What follows belongs to an exercise in optimizing a design on an open flow for small area, a short achievable clock period and few clock cycles per item; a production flow would make more cautious choices.
RTL that was checked went through simulation tests only; none was proved equivalent to the original.
No activity file was given, so power comes from the tool's default toggle rates.

west:
Design ate1_pixel_unit, start of the top module:
module ate1_pixel_unit (
    input  wire        clk,
    input  wire        rst,         
    input  wire        in_valid,
    output wire        in_ready,
    input  wire [3:0]  in_op,
    input  wire [63:0] in_d,
    input  wire [63:0] in_s,
    input  wire [16:0] in_t,
    output reg         out_valid,
    input  wire        out_ready,
    output reg  [63:0] out_p
);
Size in the first run: ~6800 cells after synthesis, roughly 760 flip-flops, ~220 I/O pins, ~72000 sq um of cells after synthesis.
export LEC_CHECK = 0
export CAP_MARGIN = 20
export CORE_MARGIN = 2
export CORE_UTILIZATION = 45
export CTS_CLUSTER_DIAMETER = 200
export CTS_CLUSTER_SIZE = 20
export SLEW_MARGIN = 20
export SYNTH_HIERARCHICAL = 1
create_clock -name core_clock -period 16.0 [get_ports {clk}]
standard.sh (not shown) runs the stock make flow with config.mk's settings and CLKGATE_MAP_FILE= SYNTH_SCRIPT=/design/flow/synth_recipe.tcl, a recipe that flattens the netlist after the stock synthesis.
==> flow/flow/run.sh <==
#!/bin/bash
# Standard layout (bash standard.sh) with two changes to how it is made:
# - timing repair aims to leave flow/setup_margin ns of setup slack, so it
#   works towards a shorter period than the 16 ns clock (the SDC is unchanged);
# - the port buffers that buffer_ports inserts are buf_1 cells.
# The make output goes to flow_make.log; ORFS's own logs are under orfs/logs.
set -euo pipefail
export SETUP_SLACK_MARGIN=$(cat flow/setup_margin)
export BUFFER_PORTS_ARGS="-buffer_cell sky130_fd_sc_hd__buf_1"
bash standard.sh > flow_make.log 2>&1
==> flow/flow/setup_margin <==
10.8
Edits applied to the flow inputs when going from west to east:
--- a/flow/design.v
+++ b/flow/design.v
@@ -53,32 +53,32 @@
                 OP_MIN:      begin w[D_MIN] = 1; end
                 OP_MAX:      begin w[D_MAX] = 1; end
                 OP_SETALPHA: begin
                     if (alpha) begin w[A_ONES] = 1; w[B_SR] = 1; end
                     else       begin w[D_DC] = 1; end
                 end
                 OP_PREALPHA: begin
                     w[B_SR] = 1;
                     if (alpha) w[A_ONES] = 1; else w[A_DC] = 1;
                 end
-                OP_OVER:     begin w[A_DC] = 1; w[B_NSA] = 1; w[D_SC] = 1; end
+                OP_OVER:     begin w[A_DC] = 1; w[B_SA] = 1; w[D_DCSC] = 1; w[C_SUB] = 1; end
                 OP_MULTIPLY: begin
-                    if (alpha) begin w[A_NDA] = 1; w[B_SA] = 1; w[D_DA] = 1; end
+                    if (alpha) begin w[A_DC] = 1; w[B_SA] = 1; w[D_DCSC] = 1; w[C_SUB] = 1; end
                     else case (pass)
                         2'd0:    begin w[A_DC] = 1; w[B_NSA] = 1; end
                         2'd1:    begin w[A_NDA] = 1; w[B_SC] = 1; w[C_ACC] = 1; end
                         default: begin w[A_DC] = 1; w[B_SC] = 1; w[C_ACC] = 1; end
                     endcase
                 end
-                OP_SCREEN:   begin w[A_NDC] = 1; w[B_SC] = 1; w[D_DC] = 1; end
+                OP_SCREEN:   begin w[A_DC] = 1; w[B_SC] = 1; w[D_DCSC] = 1; w[C_SUB] = 1; end
                 OP_DARKEN, OP_LIGHTEN: begin
-                    if (alpha) begin w[A_NDA] = 1; w[B_SA] = 1; w[D_DA] = 1; end
+                    if (alpha) begin w[A_DC] = 1; w[B_SA] = 1; w[D_DCSC] = 1; w[C_SUB] = 1; end
                     else begin
                         w[D_DCSC] = 1; w[C_SUB] = 1;
                         if (pass == 2'd0) begin w[A_DA] = 1; w[B_SC] = 1; end
                         else begin
                             w[A_DC] = 1; w[B_SA] = 1; w[C_DL] = 1;
                             if (op == OP_LIGHTEN) w[C_LIGHT] = 1;
                         end
                     end
                 end
                 OP_LERP:     begin
@@ -192,37 +192,34 @@
             if (g == 0)      assign by = {ir_s[17+7:17+0], ir_s[17+7:17+0]};      
             else if (g == 1) assign by = {ir_s[15:8], ir_s[15:8]};                
             else if (g == 2) assign by = {ir_s[7:0], ir_s[7:0]};                  
             else             assign by = aa;
             wire        lt = !s17[16];       
             wire        kn   = w[D_DCK] & s17[16];
             wire [17:0] dsw  = {1'b0, dc, 1'b1} + {{17{w[D_DCSC]}} & {1'b0, sc} | {17{kn}} & {1'b1, ~k}, kn};
             wire [16:0] dsum = dsw[17:1];
             wire [15:0] av = {16{w[A_ONES]}}
                            | {16{w[A_DC]}}   & dc
-                           | {16{w[A_NDC]}}  & ~dc
                            | {16{w[A_DA]}}   & da
                            | {16{w[A_NDA]}}  & ~da
                            | {16{w[A_S17]}}  & s17[15:0]
                            | {16{w[A_BYTE]}} & by
                            | {16{w[A_K]}}    & k;
             wire [15:0] bv = {16{w[B_SC]}}  & sc
                            | {16{w[B_SR]}}  & sr
                            | {16{w[B_SA]}}  & sa
                            | {16{w[B_NSA]}} & ~sa
                            | {16{w[B_K]}}   & k
                            | {16{w[B_NK]}}  & ~k
                            | {16{w[B_AA]}}  & aa;
             wire [16:0] dv = {17{w[D_DC]}}   & {1'b0, dc}
-                           | {17{w[D_SC]}}   & {1'b0, sc}
                            | {17{w[D_DCSC] | w[D_DCK]}} & dsum
-                           | {17{w[D_DA]}}   & {1'b0, da}
                            | {17{w[D_MIN]}}  & {1'b0, lt ? dc : sc}
                            | {17{w[D_MAX]}}  & {1'b0, lt ? sc : dc};
             assign x_add[17*g +: 17] = dv;
             wire        rnd = w[C_RND];
             wire [31:0] ts, tc;
             wire pp0_0 = av[0] & bv[0];
             wire pp0_1 = av[0] & bv[1];
             wire pp0_2 = av[0] & bv[2];
             wire pp0_3 = av[0] & bv[3];
             wire pp0_4 = av[0] & bv[4];
- Wire length of the first global-routing pass of east exceeds that of west slightly.
- [compare] base=west new=east: transition time at the pin with the least slew margin now sits higher, cts-stage hold buffer count now sits at about the same level.
- east against west: combinational power share fell 1.0 points; power spent charging and discharging nets went down by about 2.7%; worst slew slack as a fraction of its limit shows a reduction of 2.0 points; cell area level.
- Between east and west, the global-route usage is higher for west.
- Diff west -> east: total routed wirelength grew by about 1%; areal power density over the cells down about 3.5%.
- Looking at east and west, the share of the final layout cell area in sequential cells is a wash.
- east vs west: instance area at placement up in east
- Run comparison: west source of the critical timing path ir_s[27]$_DFFE_PP_; east source of the critical timing path ir_cw_rgb[0]$_DFFE_PN_
No run of this note included a check of the RTL's function; only the layout flow was run.

== main ==
Another version of the RTL of ate1_pixel_unit (not shown whole).
Size: ~6800 cells after synthesis, about 220 I/O pins, about 0.073 mm2 of cells after synthesis.
export LEC_CHECK = 0
export CAP_MARGIN = 20
export CORE_MARGIN = 2
export CORE_UTILIZATION = 45
export CTS_CLUSTER_DIAMETER = 200
export CTS_CLUSTER_SIZE = 20
export SLEW_MARGIN = 20
export SYNTH_HIERARCHICAL = 1
create_clock -name core_clock -period 16.0 [get_ports {clk}]
Scripts as last shown in full above: flow/flow/run.sh, flow/flow/setup_margin
Testbench counts of main, summed over its fixed seeds: cycles 42,153, items 32,000.
Setup changes, main to the feature branch
--- a/flow/design.v
+++ b/flow/design.v
@@ -983,32 +983,36 @@
     reg  [31:0] y1_x;
     reg  [16:0] y1_lo;
     reg  [71:0] y1_h;
     reg  [7:0]  y1_cs;
     reg  [5:0]  ct;
     reg  [15:0] xh;
-    reg         cy, gt, pick1;
+    reg         cy, gt, lt, keep0;
     reg  [17:0] h0;
     reg  [1:0]  cs0;
     always @(*) begin
         for (c = 0; c < 4; c = c + 1) begin
             ct    = p1_ctl[6*c +: 6];    
             h0    = p2_h[18*c +: 18];
             cs0   = p2_cs[2*c +: 2];
             y1_x  = p1_s[32*c +: 32] + p1_c[32*c +: 32];
             xh    = y1_x[31:16];
             y1_lo = {1'b0, y1_x[15:0]} + {1'b0, xh};
             cy    = ct[0] & y1_lo[16];
-            gt    = (xh > h0[15:0]) || (xh == h0[15:0] && cy && !cs0[0]);
-            pick1 = ct[4] ? !gt : gt;
+            gt    = xh > h0[15:0];
+            lt    = xh < h0[15:0];
+            keep0 = ct[3] && (ct[4] ? gt : lt);
             if (ct[2]) begin
                 y1_h[18*c +: 18] = h0 + {2'b00, xh};
                 y1_cs[2*c +: 2]  = cs0 + {1'b0, cy};
-            end else if (ct[3] && !pick1) begin
+            end else if (keep0) begin
                 y1_h[18*c +: 18] = h0;
                 y1_cs[2*c +: 2]  = cs0;
+            end else if (ct[3] && !gt && !lt) begin
+                y1_h[18*c +: 18] = h0;
+                y1_cs[2*c +: 2]  = {1'b0, ct[4] ? (cy & cs0[0]) : (cy | cs0[0])};
             end else begin
                 y1_h[18*c +: 18] = {2'b00, xh};
                 y1_cs[2*c +: 2]  = {1'b0, cy};
             end
         end
     end
- The feature branch reports a higher routability congestion estimate than main does.
- Post-layout minimum cycle time came out higher on the feature branch than on main.
- Changes observed in the feature branch relative to main: combinational group share of total power shows a reduction of 0.6 points, met2 routing resource usage after global routing fell by 0.70 points.
- For the number of cells after detailed placement, the feature branch came in about 0.4% higher than main did.
- Summary of the feature branch over main: flip-flop and latch share of the layout cell area held; total power fell 2.8%; final clock skew shows an increase of 21 ps; sequential fraction of the synthesis area went down.
- Compared to main, the router laid down less metal wire for the feature branch.
- Delta (the feature branch minus main): wire length on met3 saw a decrease, fraction of area in clock buffers and inverters saw little to no change.
Function not checked in the feature branch: the RTL went through the layout flow alone.

Starting RTL as in the previous note.
Settings: LEC_CHECK=0, CAP_MARGIN=20, CORE_MARGIN=2, CORE_UTILIZATION=45, CTS_CLUSTER_DIAMETER=200, CTS_CLUSTER_SIZE=20, GPL_ROUTABILITY_DRIVEN=0, SLEW_MARGIN=20, SYNTH_HIERARCHICAL=1; clock period 16.0 ns.
Scripts as last shown in full above: flow/flow/run.sh, flow/flow/setup_margin
Testbench counts at the start, summed over its fixed seeds: cycles 42,153, items 32,000.
Edit:
--- a/flow/design.v
+++ b/flow/design.v
@@ -978,42 +978,46 @@
     reg         p2_valid, p2_last;
     reg  [71:0] p2_h;            
     reg  [7:0]  p2_cs;           
     reg  [67:0] p2_add;
     reg  [7:0]  p2_ctl;          
     reg  [31:0] y1_x;
     reg  [16:0] y1_lo;
     reg  [71:0] y1_h;
     reg  [7:0]  y1_cs;
     reg  [5:0]  ct;
     reg  [15:0] xh;
-    reg         cy, gt, pick1;
+    reg         cy, gt, lt, keep0;
     reg  [17:0] h0;
     reg  [1:0]  cs0;
     always @(*) begin
         for (c = 0; c < 4; c = c + 1) begin
             ct    = p1_ctl[6*c +: 6];    
             h0    = p2_h[18*c +: 18];
             cs0   = p2_cs[2*c +: 2];
             y1_x  = p1_s[32*c +: 32] + p1_c[32*c +: 32];
             xh    = y1_x[31:16];
             y1_lo = {1'b0, y1_x[15:0]} + {1'b0, xh};
             cy    = ct[0] & y1_lo[16];
-            gt    = (xh > h0[15:0]) || (xh == h0[15:0] && cy && !cs0[0]);
-            pick1 = ct[4] ? !gt : gt;
+            gt    = xh > h0[15:0];
+            lt    = xh < h0[15:0];
+            keep0 = ct[3] && (ct[4] ? gt : lt);
             if (ct[2]) begin
                 y1_h[18*c +: 18] = h0 + {2'b00, xh};
                 y1_cs[2*c +: 2]  = cs0 + {1'b0, cy};
-            end else if (ct[3] && !pick1) begin
+            end else if (keep0) begin
                 y1_h[18*c +: 18] = h0;
                 y1_cs[2*c +: 2]  = cs0;
+            end else if (ct[3] && !gt && !lt) begin
+                y1_h[18*c +: 18] = h0;
+                y1_cs[2*c +: 2]  = {1'b0, ct[4] ? (cy & cs0[0]) : (cy | cs0[0])};
             end else begin
                 y1_h[18*c +: 18] = {2'b00, xh};
                 y1_cs[2*c +: 2]  = {1'b0, cy};
             end
         end
     end
     always @(posedge clk) begin
         if (rst) begin
             p2_valid <= 1'b0;
         end else if (adv) begin
             p2_valid <= p1_valid;
The new run passed the timing, design-rule and antenna checks.
Total power falls by a few percent.
Non-clock buffer count rises by 7.
Fmax falls slightly.
Register-to-register slack gets worse by 0.06 ns.
Wire length falls slightly.
Core utilization rises by 0.14 points.
Clock skew falls by 0.018 ns.
First-iteration DRC count rises by a few percent.
Global-route usage falls by 0.54 points.
Worst setup slack gets worse by 0.057 ns.
Via count rises slightly.
Worst hold slack gets better by 0.020 ns.
Design area rises slightly.
Count of clock-buffer cells in the layout falls by 3.
No functional check of the RTL was part of the second run of this note.

## separate check: timing with driven ports
The results above use ideal ports. As a check the final layouts listed here were re-extracted and re-timed, cells and wires unchanged.
Step 1 sets driving cells, clkbuf_16 on the clock port and buf_2 on the other inputs (assumed; they add their load-dependent delay and slew).
Step 2 also shifts input and output timing later by t, the mid clock arrival at the registers, as if the neighbouring blocks saw the same clock.
a / b / c = ideal / step 1 / step 2; a / b = the first two.
| run | shift t [ns] | setup WS [ns] | worst register clock-pin slew, ns | pins driven straight from the clock port |
|---|---|---|---|---|
| west | 0.748 | 10.825 / 10.825 / 10.152 | 0.12 / 0.12 | 1 |
| east | 0.774 | 10.757 / 10.757 / 10.194 | 0.12 / 0.12 | 1 |
| main | 0.755 | 10.858 / 10.824 / 10.069 | 0.12 / 0.12 | 1 |
| the feature branch | 0.754 | 10.851 / 10.888 / 10.155 | 0.12 / 0.12 | 1 |
| the first run of note 3 | 0.750 | 10.852 / 10.803 / 10.117 | 0.11 / 0.11 | 1 |
| the second run of note 3 | 0.770 | 10.795 / 10.795 / 10.160 | 0.11 / 0.11 | 1 |
After both steps setup and hold are still met in every run listed. For main, which loses most, drivers alone change the setup slack by -0.034 ns; drivers and shift together by -0.789 ns.
